What follows belongs to an exercise in optimizing a design on an open flow for small area, a short achievable clock period and few clock cycles; a production flow would make more cautious choices.
At most, simulation tests tie the RTL to the original design; equivalence was not proved.
Power figures rest on the tool's default switching activity, not on a simulated workload.

==> trial 1: inputs <==
## prc
module prc (
    input  wire        clk,
    input  wire        rst,             
    input  wire        op_valid,
    input  wire [31:0] op_word,
    output wire        op_ready,
    output reg         resp_valid,
    output reg  [3:0]  resp_code,
    output reg  [15:0] resp_data,
    output reg         ev_pot_write,    
    output reg         ev_gen_freq,     
    output reg         ev_gen_on,       
    output reg         ev_gen_off,      
    output reg         ev_adc_restart,  
    output reg         ev_announce,     
    output wire        out_en,
    output wire [7:0]  pot_pos,
    output wire [15:0] gen_freq
);
Settings: LEC_CHECK=0, CAP_MARGIN=20, CORE_MARGIN=2, CORE_UTILIZATION=40, PLACE_DENSITY=0.6, SLEW_MARGIN=20; clock period 12.0 ns.
run.sh (not shown) runs the stock make flow with config.mk's settings and CLKGATE_MAP_FILE= SYNTH_SCRIPT=/design/flow/synth_recipe.tcl, a recipe that flattens the netlist after the stock synthesis.
==> inputs of trial 88, as changes to trial 1 <==
--- a/flow/design.v
+++ b/flow/design.v
@@ -74,23 +74,25 @@
     reg [1:0]  adc_ext;         
     reg [15:0] adc_cnt;
     reg        busy;
     reg [5:0]  tcnt;
     reg        m_f, m_a, m_h, m_d, m_pa, m_c, m_pp, m_l, q_d;
+    reg        m_f0, m_f16, m_hc;    
+    reg        t_early;              
     reg        f_ovf, no_pwm, no_adc, p_ovf;
     reg [6:0]  p_r;
-    reg [6:0]  p_xr;            
-    reg [10:0] p_xa;            
     localparam [3:0] C_SETFREQ = 4'd1, C_SETPWR = 4'd2, C_SETRUN = 4'd3, C_SETCTL = 4'd4,
                      C_SETBIND = 4'd5, C_TURNON = 4'd6, C_TURNOFF = 4'd7, C_SETESTOP = 4'd8,
                      C_SETPOS = 4'd9, C_READREG = 4'd10, C_TICK = 4'd11, C_PWMEDGE = 4'd12,
                      C_ADCDONE = 4'd13, C_INEDGE = 4'd14;
     reg        ir_valid;
+    reg        ir_adc;          
     reg [3:0]  ir_code;
     reg [5:0]  ir_f;            
     reg [15:0] ir_imm;          
-    assign op_ready = (!busy || m_l) && !(ir_valid && (ir_code == C_TICK));
+    reg        r_ready;
+    assign op_ready = r_ready;
     assign out_en   = st_en;
     assign pot_pos  = {1'b0, st_pos};
     assign gen_freq = cfg_freq;
     wire [7:0]  i_op  = op_word[31:24];
     wire        i_b16 = op_word[16];
@@ -121,11 +123,10 @@
     end
     wire [15:0] w_imm = ir_imm;
     wire [1:0]  w_id  = ir_f[5:4];
     wire        w_b16 = ir_f[0];
     wire        zimm  = (w_imm == 16'd0);
-    wire        ir_adc = (ir_code == C_ADCDONE);
     wire acc = ir_valid;
     wire op_setfreq = acc && (ir_code == C_SETFREQ);
     wire op_setpwr  = acc && (ir_code == C_SETPWR);
     wire op_setrun  = acc && (ir_code == C_SETRUN);
     wire op_setctl  = acc && (ir_code == C_SETCTL);
@@ -180,39 +181,42 @@
     wire pe_rise2 = op_pwmedge && pwm_phase[1] && w_b16;
     wire [16:0] pe_sub    = (pe_s2 ? {1'b0, pe_d} : {1'b0, w_imm}) -
                             (pe_s2 ? {1'b0, cap_low} : {1'b0, cap_t});
     wire [15:0] pe_diff   = pe_sub[15:0];                   
     wire [15:0] pe_ontime = pe_sub[16] ? 16'd0 : pe_sub[15:0];
-    wire [32:0] pe_sum    = {1'b0, pe_s2 ? pwm_per : pwm_on} + {17'd0, pe_d};
+    wire [16:0] av_sh     = {adc_ext, adc_sum[31:17]};
+    wire [31:0] pe_opa    = m_a ? {15'd0, av_sh} : pe_s2 ? pwm_per : pwm_on;
+    wire [31:0] pe_opb    = m_a ? {16'hFFFF, ~adc_cnt} : {16'd0, pe_d};
+    wire [32:0] pe_sum    = {1'b0, pe_opa} + {1'b0, pe_opb} + {32'd0, m_a};
     wire [29:0] pe_m      = {pwm_m[22:0], pwm_ml};
     wire        pe_m_max  = (pe_m == M_MAX);
     wire [7:0]  pe_ml_s   = {1'b0, pwm_ml} + 8'd9;
-    wire [5:0]  tn     = tcnt + 6'd1;
+    wire [5:0]  tn     = op_tick ? {5'd0, t_early} : tcnt + 6'd1;
+    wire        busy_n = op_tick || (busy && !m_l);
+    wire        m_l_n  = busy && (tn == 6'd35);
     wire [31:0] per_v  = pwm_per | {32{per_sat}};
     wire [31:0] on_v   = pwm_on  | {32{on_sat}};
-    wire        h_c   = (tcnt != 6'd18);                  
     wire        sgn   = pwm_m[32];
     wire        m_div = m_f || m_d;
     wire [33:0] sa_a  = m_div ? {pwm_m, pwm_ml[6]} :
-                        (ir_adc && !busy) ? {2'b0, adc_sum} : {2'b0, pwm_m[31:0]};
-    wire [33:0] sa_b  = !busy ? (ir_adc ? {24'd0, ir_imm[9:0]} : {27'd0, 7'd122}) :
-                        m_h ? (h_c ? {2'b0, on_v} : 34'd0) :
+                        (ir_adc && !m_h) ? {2'b0, adc_sum} : {2'b0, pwm_m[31:0]};
+    wire [33:0] sa_b  = !(m_div || m_h) ? (ir_adc ? {24'd0, ir_imm[9:0]} : {27'd0, 7'd122}) :
+                        m_h ? (m_hc ? {2'b0, on_v} : 34'd0) :
                         sgn ? {2'b0, per_v} : ~{2'b0, per_v};
-    wire [33:0] sa_s  = sa_a + sa_b + {33'd0, busy ? (m_div && !sgn) : (!ir_adc && pe_ml_s[7])};
+    wire [33:0] sa_s  = sa_a + sa_b + {33'd0, m_div ? !sgn : !m_h && !ir_adc && pe_ml_s[7]};
     wire        sa_q  = !sa_s[32];
-    wire [16:0] av_sh = {adc_ext, adc_sum[31:17]};
-    wire [17:0] av_s  = {1'b0, av_sh} - {2'b0, adc_cnt};
-    wire        av_q  = !av_s[17];
-    wire [15:0] av_r  = av_q ? av_s[15:0] : av_sh[15:0];
+    wire        sa_qz = sa_q && !no_pwm;       
+    wire        av_q  = pe_sum[32];
+    wire [15:0] av_r  = av_q ? pe_sum[15:0] : av_sh[15:0];
     wire [6:0]  on_r;
     wire [17:0] on_q;
     prc_div u_on (
         .b     (q_d),
         .r_in  (p_r),
-        .x_r   (p_xr),
+        .x_r   (m_pp ? adc_sum[6:0] : 7'd3),
         .q_in  (st_pwr),
-        .x_a   (p_xa),
+        .x_a   (m_pp ? adc_cnt[10:0] : 11'd0),
         .r_out (on_r),
         .q_out (on_q)
     );
     wire [16:0] avg      = adc_sum[16:0];
     wire        cur_zero = no_adc || (avg <= 17'd512);
@@ -222,21 +226,22 @@
     wire [15:0] cur_v    = cur_zero ? 16'd0 : cur_sat ? 16'hFFFF : avg_m[15:0];
     wire [10:0] cur_a    = cur_zero ? 11'd0 : cur_sat ? 11'd1572 :
                            (st_pwr[10:0] - (r_lo ? 11'd13 : 11'd12));
     wire [6:0]  cur_r    = cur_zero ? 7'd0 : cur_sat ? 7'd105 :
                            (r_lo ? p_r + 7'd89 : p_r - 7'd36);
-    wire [9:0]  duty_f  = no_pwm ? 10'd0 : st_duty;
-    wire [15:0] pwr_f   = no_pwm ? 16'd0 : p_ovf ? 16'hFFFF : st_pwr;
+    wire [9:0]  duty_f  = st_duty;
+    wire [15:0] pwr_f   = st_pwr | {16{p_ovf}};
     wire        pwr_gt  = (pwr_f > {3'd0, cfg_power});
     wire        pwr_lt  = (pwr_f < {3'd0, cfg_power});
     wire        reg_dn  = st_en && !cfg_ctlmode && pwr_gt && (duty_f != 10'd0) && (st_pos != 7'd0);
     wire        reg_up  = st_en && !cfg_ctlmode && pwr_lt && (duty_f <= 10'd900) && (st_pos != 7'd100);
     wire [15:0] cd_next = (st_countdown == 16'd0) ? 16'd0 : st_countdown - 16'd1;
     wire        cd_run  = st_en && cfg_runmode;
     wire        cd_end  = cd_run && (cd_next == 16'd0);
     always @(posedge clk) begin
         ir_code <= i_code;
+        ir_adc  <= (i_code == C_ADCDONE);
         ir_f    <= op_word[21:16];
         ir_imm  <= op_word[15:0];
         if (rst) begin
             ir_valid     <= 1'b0;
             cfg_freq     <= DEF_FREQ;
@@ -268,15 +273,19 @@
             adc_sum      <= 32'd0;
             adc_sat      <= 1'b0;
             adc_ext      <= 2'd0;
             adc_cnt      <= 16'd0;
             busy         <= 1'b0;
+            r_ready      <= 1'b1;
             m_f <= 1'b0; m_a <= 1'b0; m_h <= 1'b0; m_d <= 1'b0;
             m_pa <= 1'b0; m_c <= 1'b0; m_pp <= 1'b0; m_l <= 1'b0;
+            t_early      <= 1'b0;
+            m_f0 <= 1'b0; m_f16 <= 1'b0; m_hc <= 1'b0;
             resp_valid   <= 1'b0;
         end else begin
             ir_valid       <= op_valid && op_ready;
+            r_ready        <= (!busy_n || m_l_n) && !(op_valid && op_ready && (i_code == C_TICK));
             resp_valid     <= acc && !op_tick;
             resp_code      <= {2'd0, err_estop || err_rng, err_estop || err_res};
             resp_data      <= op_readreg ? rd_data : 16'd0;
             ev_pot_write   <= op_setpos;
             ev_gen_freq    <= op_setfreq && !setfreq_rng;
@@ -344,50 +353,56 @@
                 if (sa_s[32]) adc_sat <= 1'b1;
                 adc_cnt <= (adc_cnt == 16'hFFFF) ? 16'hFFFF : adc_cnt + 16'd1;
             end
             if (op_tick) begin
                 busy   <= 1'b1;
-                tcnt   <= 6'd0;
-                m_f <= 1'b1; m_a <= 1'b1; m_h <= 1'b0; m_d <= 1'b0;
-                m_pa <= 1'b0; m_c <= 1'b0; m_pp <= 1'b0; m_l <= 1'b0;
                 no_adc <= (adc_cnt == 16'd0);
                 if (adc_sat) adc_sum <= 32'hFFFFFFFF;
                 st_pwr <= 16'd0;
                 p_r    <= 7'd0;
-                p_xr   <= 7'd3;
-                p_xa   <= 11'd0;
             end
-            if (busy) begin
+            if (busy || op_tick) begin
                 tcnt <= tn;
                 m_f  <= (tn <= 6'd16);
-                m_a  <= (tn <= 6'd17);
+                m_f0 <= (tn == 6'd0);
+                m_f16 <= (tn == 6'd16);
+                m_hc <= (tn >= 6'd17) && (tn <= 6'd23) && (tn != 6'd18);
+                m_a  <= (tn >= 6'd1) && (tn <= 6'd18);
                 m_h  <= (tn >= 6'd17) && (tn <= 6'd23);
                 m_d  <= (tn >= 6'd24) && (tn <= 6'd33);
-                m_pa <= (tn >= 6'd1) && (tn <= 6'd18);
-                m_c  <= (tn == 6'd19);
+                m_pa <= (tn >= 6'd2) && (tn <= 6'd19);
+                m_c  <= (tn == 6'd20);
                 m_pp <= (tn >= 6'd25) && (tn <= 6'd34);
                 m_l  <= (tn == 6'd35);
-                q_d  <= m_a ? av_q : sa_q;
+                q_d  <= m_a ? av_q : sa_qz;
+            end
+            if (op_valid && op_ready && (i_code == C_TICK) && !pe_rise2 && !rst) begin
+                t_early <= 1'b1;
+                m_f     <= 1'b1;
+                m_f0    <= 1'b1;
+                m_f16   <= 1'b0;
+            end else if (op_tick) begin
+                t_early <= 1'b0;
             end
             if (m_f) begin
-                pwm_m  <= (tcnt == 6'd16) ? 33'd0 : sa_s[32:0];
+                pwm_m  <= m_f16 ? 33'd0 : sa_s[32:0];
                 pwm_ml <= {pwm_ml[5:0], 1'b0};
-                if (tcnt == 6'd0) begin
+                if (m_f0) begin
                     f_ovf  <= sa_q;
-                    no_pwm <= (pe_m == 30'd0) || ((pwm_per == 32'd0) && !per_sat);
+                    no_pwm <= (pwm_per == 32'd0) && !per_sat;
                 end else begin
-                    st_freq <= {st_freq[14:0], sa_q};
+                    st_freq <= {st_freq[14:0], sa_qz};
                 end
             end
             if (m_h) begin
                 pwm_m  <= {1'b0, sa_s[32:1]};
                 pwm_ml <= {sa_s[0], pwm_ml[6:1]};
             end
             if (m_d) begin
                 pwm_m   <= sa_s[32:0];
                 pwm_ml  <= {pwm_ml[5:0], 1'b0};
-                st_duty <= {st_duty[8:0], sa_q};
+                st_duty <= {st_duty[8:0], sa_qz};
             end
             if (m_a) begin
                 {adc_ext, adc_sum[31:18]} <= av_r;
                 adc_sum[17:0] <= {adc_sum[16:0], av_q};
             end
@@ -395,12 +410,12 @@
                 st_pwr <= on_q[15:0];
                 p_r    <= on_r;
             end
             if (m_c) begin
                 st_cur        <= cur_v;
-                p_xa          <= cur_a;
-                p_xr          <= cur_r;
+                adc_cnt[10:0] <= cur_a;
+                adc_sum[6:0]  <= cur_r;
                 st_pwr        <= 16'd0;
                 p_r           <= 7'd0;
                 p_ovf         <= 1'b0;
             end
             if (m_pp) begin
@@ -409,11 +424,11 @@
                 if (on_q[17:16] != 2'd0) p_ovf <= 1'b1;
             end
             if (m_l) begin
                 busy    <= 1'b0;
                 m_l     <= 1'b0;
-                st_freq <= no_pwm ? 16'd0 : f_ovf ? 16'hFFFF : st_freq;
+                st_freq <= st_freq | {16{f_ovf && !no_pwm}};
                 st_duty <= duty_f;
                 st_pwr  <= pwr_f;
                 pwm_on  <= 32'd0;
                 pwm_per <= 32'd0;
                 on_sat  <= 1'b0;
==> flow/flow/run.sh (new file) <==
#!/bin/bash
set -euo pipefail
bash standard.sh SETUP_SLACK_MARGIN=7.8 finish > standard_make.log 2>&1
==> flow/standard.sh (new file) <==
#!/bin/bash
# synth_recipe.tcl (not shown) runs the flow's synth.tcl, then flattens the netlist and writes it again
# the make line also repeats each setting of config.mk as NAME=value (left out here)
make -C /OpenROAD-flow-scripts/flow DESIGN_CONFIG=/design/flow/config.mk WORK_HOME=/design/flow/orfs CLKGATE_MAP_FILE= SYNTH_SCRIPT=/design/flow/synth_recipe.tcl "${@:-finish}"
--- a/flow/config.mk
+++ b/flow/config.mk
@@ -6,7 +6,10 @@
 export NUM_CORES = 4
 export LEC_CHECK = 0
 export CAP_MARGIN = 20
 export CORE_MARGIN = 2
 export CORE_UTILIZATION = 40
+export CTS_BUF_LIST = sky130_fd_sc_hd__clkbuf_8
+export CTS_CLUSTER_DIAMETER = 50
+export CTS_CLUSTER_SIZE = 14
 export PLACE_DENSITY = 0.6
 export SLEW_MARGIN = 20
removed: flow/run.sh
==> impl_metrics.prom <==
# TYPE chip_impl_metric gauge
chip_impl_info{name="outcome",value="no timing/DRC/antenna violations"} 1
chip_impl_metric{name="gp_congestion",unit=""} 0.905
chip_impl_metric{name="first_global_vias",unit=""} 24652
chip_impl_metric{name="drive_above_1_share",unit="%"} 6.54
chip_impl_info{name="route.top_layer_used",value="met4"} 1
chip_impl_metric{name="cts_setup_buffers",unit=""} 0
chip_impl_metric{name="worst_slew_pin_slew",unit="ns"} 1.34
chip_impl_info{name="power_leader",value="clock"} 1
chip_impl_metric{name="grt_use_met3",unit="%"} 4.59
That was trial 1.
==> impl_metrics.prom <==
# TYPE chip_impl_metric gauge
chip_impl_info{name="outcome",value="no timing/DRC/antenna violations"} 1
chip_impl_metric{name="postSynthCellCount",unit=""} 3524
chip_impl_metric{name="detailed_place.area",unit="um2"} 30300
chip_impl_metric{name="drc",unit=""} 0
chip_impl_metric{name="gp_congestion",unit=""} 0.948
chip_impl_metric{name="synth_fa_ha_area_share",unit="%"} 5.59
chip_impl_info{name="power_leader",value="registers"} 1
chip_impl_info{name="route.top_layer_used",value="met5"} 1
chip_impl_metric{name="grt_use_met3",unit="%"} 4.28
chip_impl_metric{name="first_global_vias",unit=""} 24983
chip_impl_metric{name="worst_slew_pin_slew",unit="ns"} 1.10
chip_impl_info{name="critPathLaunchType",value="flop"} 1
That was trial 88.
Testbench counts of trial 1, summed over its fixed seeds: cycles 57,204.
Function not checked in trial 88: the RTL went through the layout flow alone.

---

==> 10-12 <==
Another version of the RTL of prc (not shown whole).
make LEC_CHECK=0 CAP_MARGIN=20 CORE_MARGIN=2 CORE_UTILIZATION=40 PLACE_DENSITY=0.6 SLEW_MARGIN=20 finish   # period 12.0 ns
Stock flow here: none of the scripts above is used.
==> 07-24 (differences from 10-12) <==
--- a/flow/design.v
+++ b/flow/design.v
@@ -4,18 +4,27 @@
     input  wire [6:0]  x_r,        
     input  wire [15:0] q_in,       
     input  wire [10:0] x_a,        
     output wire [6:0]  r_out,
     output wire [17:0] q_out
 );
-    wire [8:0] t  = {r_in, 1'b0} + (b ? {2'd0, x_r} : 9'd0);
-    wire       k2 = (t >= 9'd250);
-    wire       k1 = (t >= 9'd125) && !k2;
-    wire [8:0] tr = t - (k2 ? 9'd250 : k1 ? 9'd125 : 9'd0);
+    wire [8:0]  t  = {r_in, 1'b0} + (b ? {2'd0, x_r} : 9'd0);
+    wire        k2 = (t >= 9'd250);
+    wire        k1 = (t >= 9'd125) && !k2;
+    wire [8:0]  tr = t - (k2 ? 9'd250 : k1 ? 9'd125 : 9'd0);
     assign r_out = tr[6:0];
-    assign q_out = {1'b0, q_in, 1'b0} + (b ? {7'd0, x_a} : 18'd0) + {16'd0, k2, k1};
+    wire [17:0] p  = {1'b0, q_in, 1'b0} + (b ? {7'd0, x_a} : 18'd0);
+    wire        x1 = k2 | (p[0] & k1);
+    reg  [17:0] c;
+    integer i;
+    always @* begin
+        c[0] = 1'b0;
+        for (i = 1; i < 18; i = i + 1)
+            c[i] = x1 & ((p[17:1] | ~({17{1'b1}} >> (18 - i))) == {17{1'b1}});
+    end
+    assign q_out = {p[17:1] ^ c[17:1], p[0] ^ k1};
 endmodule
 module prc (
     input  wire        clk,
     input  wire        rst,             
     input  wire        op_valid,
     input  wire [31:0] op_word,
@@ -66,53 +75,55 @@
     reg [15:0] adc_cnt;
     reg        busy;
     reg [5:0]  tcnt;
     reg        m_f, m_a, m_h, m_d, m_pa, m_c, m_pp, m_l, q_d;
     reg        f_ovf, no_pwm, no_adc, p_ovf;
     reg [6:0]  p_r;
-    assign op_ready = !busy;
+    reg        ir_valid, ir_tick;
+    reg [31:0] ir_word;
+    assign op_ready = !busy && !(ir_valid && ir_tick);
     assign out_en   = st_en;
     assign pot_pos  = {1'b0, st_pos};
     assign gen_freq = cfg_freq;
-    wire [7:0]  w_op  = op_word[31:24];
-    wire [15:0] w_imm = op_word[15:0];
-    wire [1:0]  w_id  = op_word[21:20];
-    wire        w_b16 = op_word[16];
+    wire [7:0]  w_op  = ir_word[31:24];
+    wire [15:0] w_imm = ir_word[15:0];
+    wire [1:0]  w_id  = ir_word[21:20];
+    wire        w_b16 = ir_word[16];
     wire        id_ok = w_id[0] ^ w_id[1];
-    wire        z2317 = (op_word[23:17] == 7'd0);
-    wire        z1916 = (op_word[19:16] == 4'd0);
+    wire        z2317 = (ir_word[23:17] == 7'd0);
+    wire        z1916 = (ir_word[19:16] == 4'd0);
     wire        zimm  = (w_imm == 16'd0);
-    wire        z2322 = (op_word[23:22] == 2'd0);
-    wire acc = op_valid && !busy;
+    wire        z2322 = (ir_word[23:22] == 2'd0);
+    wire acc = ir_valid;
     wire op_setfreq = acc && (w_op == 8'h01) && z2317 && !w_b16;
     wire op_setpwr  = acc && (w_op == 8'h02) && z2317 && !w_b16;
     wire op_setrun  = acc && (w_op == 8'h03) && z2317;
     wire op_setctl  = acc && (w_op == 8'h04) && z2317 && zimm;
-    wire op_setbind = acc && (w_op == 8'h05) && z2322 && !op_word[19] && zimm && id_ok;
+    wire op_setbind = acc && (w_op == 8'h05) && z2322 && !ir_word[19] && zimm && id_ok;
     wire op_turnon  = acc && (w_op == 8'h06) && z2317 && !w_b16 && zimm;
     wire op_turnoff = acc && (w_op == 8'h07) && z2317 && !w_b16 && zimm;
     wire op_setestop= acc && (w_op == 8'h08) && z2317 && zimm;
     wire op_setpos  = acc && (w_op == 8'h09) && z2317 && !w_b16;
-    wire op_readreg = acc && (w_op == 8'h0A) && (op_word[23:20] == 4'd0) && zimm;
+    wire op_readreg = acc && (w_op == 8'h0A) && (ir_word[23:20] == 4'd0) && zimm;
     wire op_tick    = acc && (w_op == 8'h10) && z2317 && !w_b16 && zimm;
     wire op_pwmedge = acc && (w_op == 8'h20) && z2317;
-    wire op_adcdone = acc && (w_op == 8'h30) && z2317 && !w_b16 && (op_word[15:10] == 6'd0);
-    wire op_inedge  = acc && (w_op == 8'h40) && z2322 && (op_word[19:17] == 3'd0) && zimm && id_ok;
+    wire op_adcdone = acc && (w_op == 8'h30) && z2317 && !w_b16 && (ir_word[15:10] == 6'd0);
+    wire op_inedge  = acc && (w_op == 8'h40) && z2322 && (ir_word[19:17] == 3'd0) && zimm && id_ok;
     wire op_good = op_setfreq | op_setpwr | op_setrun | op_setctl | op_setbind |
                    op_turnon | op_turnoff | op_setestop | op_setpos | op_readreg |
                    op_pwmedge | op_adcdone | op_inedge;
     wire setfreq_rng = (w_imm < 16'd20000) || (w_imm > 16'd40000);
     wire setpwr_rng  = (w_imm > 16'd5000);
     wire setrun_rng  = w_b16 && zimm;
     wire err_res   = acc && !op_good && !op_tick;
     wire err_estop = op_turnon && st_estop;
     wire err_rng   = (op_setfreq && setfreq_rng) || (op_setpwr && setpwr_rng) ||
                      (op_setrun && setrun_rng);
     reg [15:0] rd_data;
     always @* begin
-        case (op_word[19:16])
+        case (ir_word[19:16])
             4'h0: rd_data = cfg_freq;
             4'h1: rd_data = {3'd0, cfg_power};
             4'h2: rd_data = cfg_runticks;
             4'h3: rd_data = {14'd0, cfg_ctlmode, cfg_runmode};
             4'h4: rd_data = {9'd0, in2_announce, in2_action, 1'b0, in1_announce, in1_action};
             4'h5: rd_data = st_freq;
@@ -141,13 +152,13 @@
     wire [15:0] pe_diff   = w_imm - cap_t;                  
     wire [16:0] pe_on     = {1'b0, pe_d} - {1'b0, cap_low};
     wire [15:0] pe_ontime = pe_on[16] ? 16'd0 : pe_on[15:0];
     wire [32:0] pe_sum    = {1'b0, pe_s2 ? pwm_per : pwm_on} + {17'd0, pe_d};
     wire [29:0] pe_m      = {pwm_m[22:0], pwm_ml};
     wire [29:0] pe_m_next = (pe_m == M_MAX) ? M_MAX : pe_m + M_STEP;
-    wire [32:0] ad_sum = {1'b0, adc_sum} + {23'd0, op_word[9:0]};
+    wire [32:0] ad_sum = {1'b0, adc_sum} + {23'd0, ir_word[9:0]};
     wire [5:0]  tn     = tcnt + 6'd1;
     wire [31:0] per_v  = pwm_per | {32{per_sat}};
     wire [31:0] on_v   = pwm_on  | {32{on_sat}};
     wire        h_c   = (tcnt != 6'd18);                  
     wire        sgn   = pwm_m[32];
     wire [33:0] sa_a  = m_h ? {2'b0, pwm_m[31:0]} : {pwm_m, pwm_ml[6]};
@@ -187,13 +198,16 @@
     wire        reg_dn  = st_en && !cfg_ctlmode && pwr_gt && (duty_f != 10'd0) && (st_pos != 7'd0);
     wire        reg_up  = st_en && !cfg_ctlmode && pwr_lt && (duty_f <= 10'd900) && (st_pos != 7'd100);
     wire [15:0] cd_next = (st_countdown == 16'd0) ? 16'd0 : st_countdown - 16'd1;
     wire        cd_run  = st_en && cfg_runmode;
     wire        cd_end  = cd_run && (cd_next == 16'd0);
     always @(posedge clk) begin
+        ir_word <= op_word;
+        ir_tick <= (op_word == 32'h10000000);
         if (rst) begin
+            ir_valid     <= 1'b0;
             cfg_freq     <= DEF_FREQ;
             cfg_power    <= 13'd0;
             cfg_runmode  <= 1'b0;
             cfg_runticks <= 16'd1;
             cfg_ctlmode  <= 1'b0;
             in1_action   <= 2'd0;
@@ -223,12 +237,13 @@
             adc_cnt      <= 16'd0;
             busy         <= 1'b0;
             m_f <= 1'b0; m_a <= 1'b0; m_h <= 1'b0; m_d <= 1'b0;
             m_pa <= 1'b0; m_c <= 1'b0; m_pp <= 1'b0; m_l <= 1'b0;
             resp_valid   <= 1'b0;
         end else begin
+            ir_valid       <= op_valid && op_ready;
             resp_valid     <= acc && !op_tick;
             resp_code      <= {2'd0, err_estop || err_rng, err_estop || err_res};
             resp_data      <= op_readreg ? rd_data : 16'd0;
             ev_pot_write   <= op_setpos;
             ev_gen_freq    <= op_setfreq && !setfreq_rng;
             ev_gen_on      <= turn_on;
@@ -240,18 +255,18 @@
             if (op_setrun && !setrun_rng) begin
                 cfg_runmode <= w_b16;
                 if (w_b16) cfg_runticks <= w_imm;
             end
             if (op_setctl) cfg_ctlmode <= w_b16;
             if (op_setbind && w_id[0]) begin
-                in1_action   <= op_word[17:16];
-                in1_announce <= op_word[18];
+                in1_action   <= ir_word[17:16];
+                in1_announce <= ir_word[18];
             end
             if (op_setbind && w_id[1]) begin
-                in2_action   <= op_word[17:16];
-                in2_announce <= op_word[18];
+                in2_action   <= ir_word[17:16];
+                in2_announce <= ir_word[18];
             end
             if (op_setestop) st_estop <= w_b16;
             if (ie_estop)    st_estop <= 1'b1;
             if (turn_on) begin
                 st_en <= 1'b1;
                 if (cfg_runmode) st_countdown <= cfg_runticks;
==> 02-23 (differences from 10-12) <==
--- a/flow/design.v
+++ b/flow/design.v
@@ -4,18 +4,27 @@
     input  wire [6:0]  x_r,        
     input  wire [15:0] q_in,       
     input  wire [10:0] x_a,        
     output wire [6:0]  r_out,
     output wire [17:0] q_out
 );
-    wire [8:0] t  = {r_in, 1'b0} + (b ? {2'd0, x_r} : 9'd0);
-    wire       k2 = (t >= 9'd250);
-    wire       k1 = (t >= 9'd125) && !k2;
-    wire [8:0] tr = t - (k2 ? 9'd250 : k1 ? 9'd125 : 9'd0);
+    wire [8:0]  t  = {r_in, 1'b0} + (b ? {2'd0, x_r} : 9'd0);
+    wire        k2 = (t >= 9'd250);
+    wire        k1 = (t >= 9'd125) && !k2;
+    wire [8:0]  tr = t - (k2 ? 9'd250 : k1 ? 9'd125 : 9'd0);
     assign r_out = tr[6:0];
-    assign q_out = {1'b0, q_in, 1'b0} + (b ? {7'd0, x_a} : 18'd0) + {16'd0, k2, k1};
+    wire [17:0] p  = {1'b0, q_in, 1'b0} + (b ? {7'd0, x_a} : 18'd0);
+    wire        x1 = k2 | (p[0] & k1);
+    reg  [17:0] c;
+    integer i;
+    always @* begin
+        c[0] = 1'b0;
+        for (i = 1; i < 18; i = i + 1)
+            c[i] = x1 & ((p[17:1] | ~({17{1'b1}} >> (18 - i))) == {17{1'b1}});
+    end
+    assign q_out = {p[17:1] ^ c[17:1], p[0] ^ k1};
 endmodule
 module prc (
     input  wire        clk,
     input  wire        rst,             
     input  wire        op_valid,
     input  wire [31:0] op_word,
@@ -66,53 +75,55 @@
     reg [15:0] adc_cnt;
     reg        busy;
     reg [5:0]  tcnt;
     reg        m_f, m_a, m_h, m_d, m_pa, m_c, m_pp, m_l, q_d;
     reg        f_ovf, no_pwm, no_adc, p_ovf;
     reg [6:0]  p_r;
-    assign op_ready = !busy;
+    reg        ir_valid, ir_tick;
+    reg [31:0] ir_word;
+    assign op_ready = !busy && !(ir_valid && ir_tick);
     assign out_en   = st_en;
     assign pot_pos  = {1'b0, st_pos};
     assign gen_freq = cfg_freq;
-    wire [7:0]  w_op  = op_word[31:24];
-    wire [15:0] w_imm = op_word[15:0];
-    wire [1:0]  w_id  = op_word[21:20];
-    wire        w_b16 = op_word[16];
+    wire [7:0]  w_op  = ir_word[31:24];
+    wire [15:0] w_imm = ir_word[15:0];
+    wire [1:0]  w_id  = ir_word[21:20];
+    wire        w_b16 = ir_word[16];
     wire        id_ok = w_id[0] ^ w_id[1];
-    wire        z2317 = (op_word[23:17] == 7'd0);
-    wire        z1916 = (op_word[19:16] == 4'd0);
+    wire        z2317 = (ir_word[23:17] == 7'd0);
+    wire        z1916 = (ir_word[19:16] == 4'd0);
     wire        zimm  = (w_imm == 16'd0);
-    wire        z2322 = (op_word[23:22] == 2'd0);
-    wire acc = op_valid && !busy;
+    wire        z2322 = (ir_word[23:22] == 2'd0);
+    wire acc = ir_valid;
     wire op_setfreq = acc && (w_op == 8'h01) && z2317 && !w_b16;
     wire op_setpwr  = acc && (w_op == 8'h02) && z2317 && !w_b16;
     wire op_setrun  = acc && (w_op == 8'h03) && z2317;
     wire op_setctl  = acc && (w_op == 8'h04) && z2317 && zimm;
-    wire op_setbind = acc && (w_op == 8'h05) && z2322 && !op_word[19] && zimm && id_ok;
+    wire op_setbind = acc && (w_op == 8'h05) && z2322 && !ir_word[19] && zimm && id_ok;
     wire op_turnon  = acc && (w_op == 8'h06) && z2317 && !w_b16 && zimm;
     wire op_turnoff = acc && (w_op == 8'h07) && z2317 && !w_b16 && zimm;
     wire op_setestop= acc && (w_op == 8'h08) && z2317 && zimm;
     wire op_setpos  = acc && (w_op == 8'h09) && z2317 && !w_b16;
-    wire op_readreg = acc && (w_op == 8'h0A) && (op_word[23:20] == 4'd0) && zimm;
+    wire op_readreg = acc && (w_op == 8'h0A) && (ir_word[23:20] == 4'd0) && zimm;
     wire op_tick    = acc && (w_op == 8'h10) && z2317 && !w_b16 && zimm;
     wire op_pwmedge = acc && (w_op == 8'h20) && z2317;
-    wire op_adcdone = acc && (w_op == 8'h30) && z2317 && !w_b16 && (op_word[15:10] == 6'd0);
-    wire op_inedge  = acc && (w_op == 8'h40) && z2322 && (op_word[19:17] == 3'd0) && zimm && id_ok;
+    wire op_adcdone = acc && (w_op == 8'h30) && z2317 && !w_b16 && (ir_word[15:10] == 6'd0);
+    wire op_inedge  = acc && (w_op == 8'h40) && z2322 && (ir_word[19:17] == 3'd0) && zimm && id_ok;
     wire op_good = op_setfreq | op_setpwr | op_setrun | op_setctl | op_setbind |
                    op_turnon | op_turnoff | op_setestop | op_setpos | op_readreg |
                    op_pwmedge | op_adcdone | op_inedge;
     wire setfreq_rng = (w_imm < 16'd20000) || (w_imm > 16'd40000);
     wire setpwr_rng  = (w_imm > 16'd5000);
     wire setrun_rng  = w_b16 && zimm;
     wire err_res   = acc && !op_good && !op_tick;
     wire err_estop = op_turnon && st_estop;
     wire err_rng   = (op_setfreq && setfreq_rng) || (op_setpwr && setpwr_rng) ||
                      (op_setrun && setrun_rng);
     reg [15:0] rd_data;
     always @* begin
-        case (op_word[19:16])
+        case (ir_word[19:16])
             4'h0: rd_data = cfg_freq;
             4'h1: rd_data = {3'd0, cfg_power};
             4'h2: rd_data = cfg_runticks;
             4'h3: rd_data = {14'd0, cfg_ctlmode, cfg_runmode};
             4'h4: rd_data = {9'd0, in2_announce, in2_action, 1'b0, in1_announce, in1_action};
             4'h5: rd_data = st_freq;
@@ -141,13 +152,13 @@
     wire [15:0] pe_diff   = w_imm - cap_t;                  
     wire [16:0] pe_on     = {1'b0, pe_d} - {1'b0, cap_low};
     wire [15:0] pe_ontime = pe_on[16] ? 16'd0 : pe_on[15:0];
     wire [32:0] pe_sum    = {1'b0, pe_s2 ? pwm_per : pwm_on} + {17'd0, pe_d};
     wire [29:0] pe_m      = {pwm_m[22:0], pwm_ml};
     wire [29:0] pe_m_next = (pe_m == M_MAX) ? M_MAX : pe_m + M_STEP;
-    wire [32:0] ad_sum = {1'b0, adc_sum} + {23'd0, op_word[9:0]};
+    wire [32:0] ad_sum = {1'b0, adc_sum} + {23'd0, ir_word[9:0]};
     wire [5:0]  tn     = tcnt + 6'd1;
     wire [31:0] per_v  = pwm_per | {32{per_sat}};
     wire [31:0] on_v   = pwm_on  | {32{on_sat}};
     wire        h_c   = (tcnt != 6'd18);                  
     wire        sgn   = pwm_m[32];
     wire [33:0] sa_a  = m_h ? {2'b0, pwm_m[31:0]} : {pwm_m, pwm_ml[6]};
@@ -187,13 +198,16 @@
     wire        reg_dn  = st_en && !cfg_ctlmode && pwr_gt && (duty_f != 10'd0) && (st_pos != 7'd0);
     wire        reg_up  = st_en && !cfg_ctlmode && pwr_lt && (duty_f <= 10'd900) && (st_pos != 7'd100);
     wire [15:0] cd_next = (st_countdown == 16'd0) ? 16'd0 : st_countdown - 16'd1;
     wire        cd_run  = st_en && cfg_runmode;
     wire        cd_end  = cd_run && (cd_next == 16'd0);
     always @(posedge clk) begin
+        ir_word <= op_word;
+        ir_tick <= (op_word == 32'h10000000);
         if (rst) begin
+            ir_valid     <= 1'b0;
             cfg_freq     <= DEF_FREQ;
             cfg_power    <= 13'd0;
             cfg_runmode  <= 1'b0;
             cfg_runticks <= 16'd1;
             cfg_ctlmode  <= 1'b0;
             in1_action   <= 2'd0;
@@ -223,12 +237,13 @@
             adc_cnt      <= 16'd0;
             busy         <= 1'b0;
             m_f <= 1'b0; m_a <= 1'b0; m_h <= 1'b0; m_d <= 1'b0;
             m_pa <= 1'b0; m_c <= 1'b0; m_pp <= 1'b0; m_l <= 1'b0;
             resp_valid   <= 1'b0;
         end else begin
+            ir_valid       <= op_valid && op_ready;
             resp_valid     <= acc && !op_tick;
             resp_code      <= {2'd0, err_estop || err_rng, err_estop || err_res};
             resp_data      <= op_readreg ? rd_data : 16'd0;
             ev_pot_write   <= op_setpos;
             ev_gen_freq    <= op_setfreq && !setfreq_rng;
             ev_gen_on      <= turn_on;
@@ -240,18 +255,18 @@
             if (op_setrun && !setrun_rng) begin
                 cfg_runmode <= w_b16;
                 if (w_b16) cfg_runticks <= w_imm;
             end
             if (op_setctl) cfg_ctlmode <= w_b16;
             if (op_setbind && w_id[0]) begin
-                in1_action   <= op_word[17:16];
-                in1_announce <= op_word[18];
+                in1_action   <= ir_word[17:16];
+                in1_announce <= ir_word[18];
             end
             if (op_setbind && w_id[1]) begin
-                in2_action   <= op_word[17:16];
-                in2_announce <= op_word[18];
+                in2_action   <= ir_word[17:16];
+                in2_announce <= ir_word[18];
             end
             if (op_setestop) st_estop <= w_b16;
             if (ie_estop)    st_estop <= 1'b1;
             if (turn_on) begin
                 st_en <= 1'b1;
                 if (cfg_runmode) st_countdown <= cfg_runticks;
==> flow/config.mk (replaced) <==
export PLATFORM = sky130hd
export DESIGN_NAME = prc
export DESIGN_NICKNAME = prc
export VERILOG_FILES = /design/flow/design.v
export SDC_FILE = /design/flow/constraint.sdc
export NUM_CORES = 4
export LEC_CHECK = 0
export CAP_MARGIN = 50
export CORE_MARGIN = 2
export CORE_UTILIZATION = 60
export PLACE_DENSITY = 0.8
export SLEW_MARGIN = 50
==> comparison <==
- Of 10-12 and 02-23, 10-12 has the higher combinational power (gap about 6%, measured against 02-23).
- In count of clock-buffer cells in the layout, 07-24 and 02-23 do not differ.
- Of 02-23 and 10-12, 02-23 has the higher fmax (gap 28%, measured against 10-12).
- Utilization: 10-12 < 07-24 < 02-23.
- In 07-24 the die area is higher than in 10-12, by about 2.3%.
- Between 10-12 and 07-24, the lower first-iteration DRC count is in 10-12 (gap about 4%, measured against 07-24).
- Of 10-12 and 07-24, 07-24 has the higher non-clock buffer count (gap 6).
- Against 07-24, the register-to-register slack of 10-12 is worse by 1.4 ns.
- Synthesized area is the same in 07-24 and 02-23.
- 07-24 ran to the end with no violations. 10-12 completed with no timing, DRC or antenna violations. 02-23 finished with timing, DRC and antenna clean.
No functional check of the RTL was part of any run of this note.

## re-timing with driven ports
The results above use ideal ports. As a check the final layouts listed here were re-extracted and re-timed, cells and wires unchanged. Step 1 sets driving cells, clkbuf_16 on the clock port and buf_2 on the other inputs (assumed; they add their load-dependent delay and slew). Step 2 times the ports against the registers' clock, not the clock port: input delays grow and output delays shrink by t, the midpoint of the rising clock arrivals with the driver on. Slacks: no drivers / after step 1 / after step 2; pairs: no drivers / after step 1.
run | shift t [ns] | setup WS [ns] | worst setup path after step 2 | cell pins on the clock port's net
trial 1 | 0.667 | 6.749 / 6.686 / 6.939 | register to register | 1
trial 88 | 0.766 | 7.831 / 7.767 / 7.141 | input to register | 1
10-12 | 0.679 | 6.042 / 6.042 / 5.474 | input to register | 1
07-24 | 0.677 | 7.428 / 7.428 / 6.876 | input to register | 1
02-23 | 0.659 | 7.344 / 7.344 / 7.274 | input to register | 1
After both steps setup and hold are still met in every run listed. The setup slack of trial 88, which loses most, moves by -0.064 ns with the drivers and by -0.690 ns with both steps.
